This is an optimization exercise on Yosys and OpenROAD, whose aim is small area, a short achievable clock period and few clock cycles, not a production implementation.
In this exercise RTL edits were held to simulation tests only and were not proved equivalent to the original.

--- design/flow/design.v ---
module qr_alnum (
    input  wire [5:0] idx,
    output reg  [7:0] chr
);
  always @(*) begin
    if (idx < 6'd10)      chr = 8'h30 + {2'd0, idx};
    else if (idx < 6'd36) chr = 8'h37 + {2'd0, idx};
    else begin
      case (idx)
        6'd36:   chr = 8'h20;
        6'd37:   chr = 8'h24;
        6'd38:   chr = 8'h25;
        6'd39:   chr = 8'h2A;
        6'd40:   chr = 8'h2B;
        6'd41:   chr = 8'h2D;
        6'd42:   chr = 8'h2E;
        6'd43:   chr = 8'h2F;
        default: chr = 8'h3A;
      endcase
    end
  end
endmodule
module qr_segdec (
    input  wire        clk,
    input  wire        rst,
    input  wire        start,
    input  wire [5:0]  version,
    input  wire [11:0] ndata,
    output wire        busy,
    input  wire        in_valid,
    input  wire [7:0]  in_data,
    output wire        in_ready,
    output reg         out_valid,
    output reg  [7:0]  out_char,
    output reg         seg_valid,
    output reg  [1:0]  seg_cls,
    output reg  [3:0]  seg_ind,
    output reg  [15:0] seg_len,
    output reg         seg_trunc,
    output reg         seg_bad,
    output reg  [12:0] seg_n,
    output reg  [14:0] seg_pos
);
  localparam S_IDLE = 3'd0;
  localparam S_RUN  = 3'd1;
  localparam S_EMIT = 3'd2;
  localparam S_DONE = 3'd3;
  localparam S_FIN  = 3'd4;
  localparam P_MODE = 2'd0;
  localparam P_LEN  = 2'd1;
  localparam P_DATA = 2'd2;
  reg [2:0]  state;
  reg [1:0]  phase;
  assign busy = (state != S_IDLE);
  reg [5:0]  ver;
  reg [14:0] nbits;       
  reg [15:0] rem;         
  reg [23:0] bbuf;        
  reg [4:0]  cnt;
  assign in_ready = (state == S_RUN || state == S_EMIT) && (cnt <= 5'd16);
  wire take = in_valid && in_ready;
  reg [4:0] gw;           
  reg [1:0] gk;           
  always @(*) begin
    gk = 2'd1;
    case (phase)
      P_MODE: gw = 5'd4;
      P_LEN: begin
        if (seg_cls == 2'd0)      gw = (ver <= 6'd9) ? 5'd10 : (ver <= 6'd26) ? 5'd12 : 5'd14;
        else if (seg_cls == 2'd1) gw = (ver <= 6'd9) ? 5'd9  : (ver <= 6'd26) ? 5'd11 : 5'd13;
        else                      gw = (ver <= 6'd9) ? 5'd8  : 5'd16;
      end
      default: begin
        if (seg_cls == 2'd0) begin
          if (rem >= 16'd3)      begin gw = 5'd10; gk = 2'd3; end
          else if (rem == 16'd2) begin gw = 5'd7;  gk = 2'd2; end
          else                   begin gw = 5'd4;  gk = 2'd1; end
        end else if (seg_cls == 2'd1) begin
          if (rem >= 16'd2)      begin gw = 5'd11; gk = 2'd2; end
          else                   begin gw = 5'd6;  gk = 2'd1; end
        end else begin
          gw = 5'd8;
        end
      end
    endcase
  end
  wire [23:0] shifted = bbuf >> (cnt - gw);
  wire [15:0] fmask   = (16'd1 << gw) - 16'd1;
  wire [15:0] x       = shifted[15:0] & fmask;
  wire        fits    = ({1'b0, seg_pos} + {11'd0, gw}) <= {1'b0, nbits};
  wire        have    = (cnt >= gw);
  wire [10:0] x11  = x[10:0];
  wire [10:0] a_q  = x11 / 11'd45;
  wire [10:0] a_r  = x11 % 11'd45;
  wire [5:0]  a_hi = a_q[5:0];
  wire [5:0]  a_lo = a_r[5:0];
  wire [7:0]  c_hi, c_lo;
  qr_alnum u_alnum_hi (.idx(a_hi), .chr(c_hi));
  qr_alnum u_alnum_lo (.idx(a_lo), .chr(c_lo));
  wire [9:0]  x10  = x[9:0];
  wire [9:0]  n_q2 = x10 / 10'd100;
  wire [9:0]  n_q1 = (x10 / 10'd10) % 10'd10;
  wire [9:0]  n_q0 = x10 % 10'd10;
  wire [3:0]  d2   = n_q2[3:0];
  wire [3:0]  d1   = n_q1[3:0];
  wire [3:0]  d0   = n_q0[3:0];
  reg        bad;
  reg [7:0]  q0, q1, q2;   
  always @(*) begin
    bad = 1'b0;
    q0 = 8'd0; q1 = 8'd0; q2 = 8'd0;
    if (seg_cls == 2'd2) begin
      q0 = x[7:0];
    end else if (seg_cls == 2'd1) begin
      if (gk == 2'd2) begin
        bad = (x >= 16'd2025);
        q0 = c_hi; q1 = c_lo;
      end else begin
        bad = (x >= 16'd45);
        q0 = c_lo;
      end
    end else begin
      if (gk == 2'd3) begin
        bad = (x >= 16'd1000);
        q0 = 8'h30 + {4'd0, d2}; q1 = 8'h30 + {4'd0, d1}; q2 = 8'h30 + {4'd0, d0};
      end else if (gk == 2'd2) begin
        bad = (x >= 16'd100);
        q0 = 8'h30 + {4'd0, d1}; q1 = 8'h30 + {4'd0, d0};
      end else begin
        bad = (x >= 16'd10);
        q0 = 8'h30 + {4'd0, d0};
      end
    end
  end
  reg [7:0] q [0:2];
  reg [1:0] qn;           
  reg [1:0] qi;           
  wire       extract = (state == S_RUN) && fits && have &&
                       !(phase == P_DATA && rem == 16'd0);
  wire [4:0] cnt_after = extract ? cnt - gw : cnt;
  always @(posedge clk) begin
    if (rst) begin
      state     <= S_IDLE;
      out_valid <= 1'b0;
      seg_valid <= 1'b0;
    end else begin
      out_valid <= 1'b0;
      seg_valid <= 1'b0;
      if (take) begin
        bbuf <= {bbuf[15:0], in_data};
        cnt  <= cnt_after + 5'd8;
      end else begin
        cnt  <= cnt_after;
      end
      case (state)
        S_IDLE: begin
          if (start) begin
            ver       <= version;
            nbits     <= {ndata, 3'b000};
            cnt       <= 5'd0;
            phase     <= P_MODE;
            seg_cls   <= 2'd3;
            seg_ind   <= 4'd0;
            seg_len   <= 16'd0;
            seg_trunc <= 1'b0;
            seg_bad   <= 1'b0;
            seg_n     <= 13'd0;
            seg_pos   <= 15'd0;
            rem       <= 16'd0;
            state     <= S_RUN;
          end
        end
        S_RUN: begin
          if (phase == P_DATA && rem == 16'd0) begin
            state <= S_DONE;
          end else if (!fits) begin
            seg_trunc <= 1'b1;
            state     <= S_DONE;
          end else if (have) begin
            seg_pos <= seg_pos + {10'd0, gw};
            case (phase)
              P_MODE: begin
                seg_ind <= x[3:0];
                case (x[3:0])
                  4'b0001: begin seg_cls <= 2'd0; phase <= P_LEN; end
                  4'b0010: begin seg_cls <= 2'd1; phase <= P_LEN; end
                  4'b0100: begin seg_cls <= 2'd2; phase <= P_LEN; end
                  default: begin seg_cls <= 2'd3; state <= S_DONE; end
                endcase
              end
              P_LEN: begin
                seg_len <= x;
                rem     <= x;
                phase   <= P_DATA;
              end
              default: begin
                if (bad) begin
                  seg_bad <= 1'b1;
                  state   <= S_DONE;
                end else begin
                  q[0]  <= q0;
                  q[1]  <= q1;
                  q[2]  <= q2;
                  qn    <= gk;
                  qi    <= 2'd0;
                  rem   <= rem - {14'd0, gk};
                  seg_n <= seg_n + {11'd0, gk};
                  state <= S_EMIT;
                end
              end
            endcase
          end
        end
        S_EMIT: begin
          out_valid <= 1'b1;
          out_char  <= q[qi];
          qi        <= qi + 2'd1;
          if (qi + 2'd1 == qn)
            state <= S_RUN;
        end
        S_DONE: begin
          seg_valid <= 1'b1;
          state     <= S_FIN;
        end
        S_FIN:    state <= S_IDLE;
        default:  state <= S_IDLE;
      endcase
    end
  end
endmodule
--- design/flow/run.sh ---
#!/bin/bash
# synth_recipe.tcl (not shown) runs the flow's synth.tcl, then flattens the netlist and writes it again
# the make line also repeats each setting of config.mk as NAME=value (left out here)
make -C /OpenROAD-flow-scripts/flow DESIGN_CONFIG=/design/flow/config.mk WORK_HOME=/design/flow/orfs CLKGATE_MAP_FILE= SYNTH_SCRIPT=/design/flow/synth_recipe.tcl finish
--- design/flow/config.mk ---
export PLATFORM = sky130hd
export DESIGN_NAME = qr_segdec
export DESIGN_NICKNAME = qr_segdec
export VERILOG_FILES = /design/flow/design.v
export SDC_FILE = /design/flow/constraint.sdc
export NUM_CORES = 4
export LEC_CHECK = 0
export CAP_MARGIN = 20
export CORE_MARGIN = 2
export CORE_UTILIZATION = 40
export PLACE_DENSITY = 0.6
export SLEW_MARGIN = 20
--- design/flow/constraint.sdc ---
create_clock -name core_clock -period 11.0 [get_ports {clk}]
set_input_delay 2.2000 -clock core_clock [delete_from_list [all_inputs] [get_ports {clk}]]
set_output_delay 2.2000 -clock core_clock [all_outputs]
set_load 0.01 [all_outputs]
==> impl_metrics.tcl <==
set metrics [dict create \
    skew_ns 0.0152 \
    yosysWarnings 3 \
    r2r_start "rem[13]" \
    wl_per_cell_um 20.1 \
    nets 1735 \
    layout.cells.most_common_list "nor2_1 (163), nand2_1 (158), edfxtp_1 (149), clkdlybuf4s50_1 (93), a21oi_1 (86)" \
    diodes 0 \
    final_common_cell "nor2_1" \
    tritoncts "done" \
    place.gp.congestion 0.921 \
    max_stage_delay_ns 0.97 \
    rr_worst_depth 33 \
    m1WireLength_mm 19.6 \
    whs_ns 0.446 \
    slowest_stage "nor4_1" \
    synth_top_cell_by_area "edfxtp_1" \
    yosys-top-cells-area "edfxtp_1 (33%), ha_1 (5.0%), nor2_1 (4.5%)" \
    grt.overflow.total 0 \
    drv_slew 0 \
    worstHoldEndpoint "bbuf[8]" \
    drive_gt1_share_pct 12.5 \
    portBuffers 93 \
    tns_ns 0 \
    fp.dieArea_um2 35800 \
    synth.avg_cell_area_um2 8.84 \
    final-seq-area_um2 4570 \
    r2r_slack_ns 0.54 \
    min_path_type "flop to flop" \
    clock.fmax_mhz 95.6 \
    cts.sinks 154 \
    met2_length_mm 18.9 \
    drcViolationCount 0 \
    antenna_found_initial 0 \
    grt_start_max_net_pins 39 \
    synth_edf_count 149 \
    critPathCaptureType "flop" \
    floorplan.initialDensity_pct 40.8 \
    areaGrowthSynthToFinish_pct 17.5 \
    synth_cell_types 120 \
    period_share_pct 95.1 \
    holdCritStartpoint "bbuf[0]" \
    max_slew_margin_pct 29.2 \
    firstDrtPassIters 8 \
    die_h_um 189 \
    netlist_instances 1551 \
    rows 67 \
    ctsRootBufferMaster "clkbuf_16" \
    routed_wl_mm 42.3 \
    synth-seq-cells 154 \
    multiInputGateArea_um2 8730 \
    status "complete, no violations" \
    utilization_pct 48.0 \
    ant_nets 0 \
    top_layer_used "met4" \
    crit_path_start_kind "flop" \
    grt_pass1_wl_mm 66.9 \
    cts.htree.levels 4 \
    drv_cap 0 \
    synth_top_area_share_pct 32.6 \
    io-pin-count 94 \
    crit_required_ns 11.18 \
    worst_slew_pin_slew_ns 1.05 \
    clock_path_buffers 2 \
    r2r_end "q[0][2]" \
    die_x_um 189 \
    clk_latency_ns 0.45 \
    syn_area_um2 13700 \
    core_area_um2 33600 \
    cts_buffers 17 \
    fillerInstances 3201 \
    cp_data_arrival_time_ns 10.63 \
    dp_hpwl_mm 32.2 \
    ys.flop_type "edfxtp_1" \
    rsz0062_at_grt "no" \
    period_needed_ns 10.46 \
    vias 12800 \
    hold_viol 0 \
    worstHoldPathCells 0 \
    path_clk_slew_ns 0.07 \
    route.met3.wl_mm 3.21 \
    async_flop_share_pct 0 \
    crit_fanout 32 \
    vias_per_cell 6.09 \
    drtIter0Drc 1405 \
    grt_pass1_vias 11800 \
    cp-startpoint "rem[13]" \
    gr-usage-all-layers_pct 23.6 \
    setup_violations 0 \
    critPathKind "flop to flop" \
    synth_seq_area_share_pct 33.3 \
]
## worst max-delay path: cells and delay by family, from the launching register on
kind	cells	cell delay, ns
xor gates and xnor gates	2	0.44
adders and majority gates	3	0.94
muxes	2	0.67
DFF	1	0.47
buffers and inverters	3	0.67
AOI/OAI and AO/OA	13	3.28
and+or+nand+nor	10	3.67
## stage by stage
stage          setup slack (ns)  cell area [um^2]  cells
4_1_cts                   0.186             16000   2105
2_1_floorplan              1.35             13700   1552
6_report                  0.544             16100   2107
5_1_grt                  0.0406             16100   2107
3_3_place_gp              0.538             15300   2073
3_5_place_dp              0.239             15300   2073
## what timing repair did
item / CTS / global route
hold buffers: 0 / 0
setup endpoints to repair: 0 / 14
buffers inserted: 0 / 2
gates resized for setup: 0 / 30
## how the worst max path moves through the flow
stage,end,slack [ns],depth (start not counted)
final,q[0][2],0.54,33
after detailed placement,q[0][4],0.24,42
after floorplan,q[0][4],1.35,45
after CTS,q[0][4],0.19,42
after global routing,q[0][4],0.04,40
after global placement,q[1][2],0.54,40
## metal layers
layer  up-vias  GRT usage (%)
met2       582           36.5
met5         -              0
met1      6185           34.8
met4         0           5.20
li1       6026              -
met3        43           3.45
## final cells by class
type / count / area share, %
Timing Repair Buffer: 150 / 8.50
Clock buffer: 17 / 2.64
Sequential cell: 154 / 28.4
Clock inverter: 15 / 1.20
Multi-Input combinational cell: 1252 / 54.1
Tap cell: 448 / 3.48
Inverter: 71 / 1.67
## sequential cells by signal, summed over array words and instances, names as in the netlist, 3 cells and up
register and count:
bbuf 24, q 20, rem 16, seg_len 16
seg_pos 15, seg_n 13, nbits 12, out_char 8
ver 6, cnt 5, seg_ind 4, state 3
## synth_stat cells, types with 13 or more instances
master,n
nor2_1,166
nand2_1,158
edfxtp_1,149
a21oi_1,87
o21ai_0,78
inv_1,63
xnor2_1,57
clkbuf_1,56
ha_1,55
nor3_1,47
mux2i_1,40
nand3_1,39
a31oi_1,29
and2_1,27
o22ai_1,26
a21o_1,22
a211oi_1,21
nand4_1,21
o211ai_1,19
xor2_1,19
a22oi_1,16
and3_1,15
mux2_2,15
o21ai_1,15
nor4_1,14
nand2b_1,13
nor2b_1,13
or3_1,13
## kinds of logic (layout without fill, tap and decap cells)
logic type                 Yosys count  after routing  synth area share (%)
and+or+nand+nor                    576            576                  20.6
AOI/OAI and AO/OA                  456            456                  23.7
xor gates and xnor gates            85             85                  6.00
DFF                                154            154                  33.3
adders and majority gates           65             65                  6.04
buffers and inverters              146            253                  4.29
other                                1              2                0.0273
muxes                               68             68                  6.00
Testbench counts, summed over its fixed seeds: cycles 121,601.

[what the ideal ports hide]
Ports are ideal in the flow. The routed layout listed here was re-timed in OpenROAD.
Step 1 assumes that a clkbuf_16 drives the clock port and a buf_2 every other input.
Step 2, shift: input delay + t, output delay - t, t = (earliest + latest rising clock arrival at the registers) / 2. This alone moves slack from input paths to output paths.
a / b / c = ideal / step 1 / step 2; a / b = the first two.
shift t [ns]: 0.486
setup slack, ns: 0.544 / 0.544 / 0.544
worst setup path after step 2: register to register
latest minus earliest clock arrival (ns): 0.015 / 0.015
worst data-port slew with drivers (ns): 0.04
After both steps setup and hold are still met in this run. For this run, drivers alone change the setup slack by 0.000 ns; drivers and shift together by 0.000 ns.
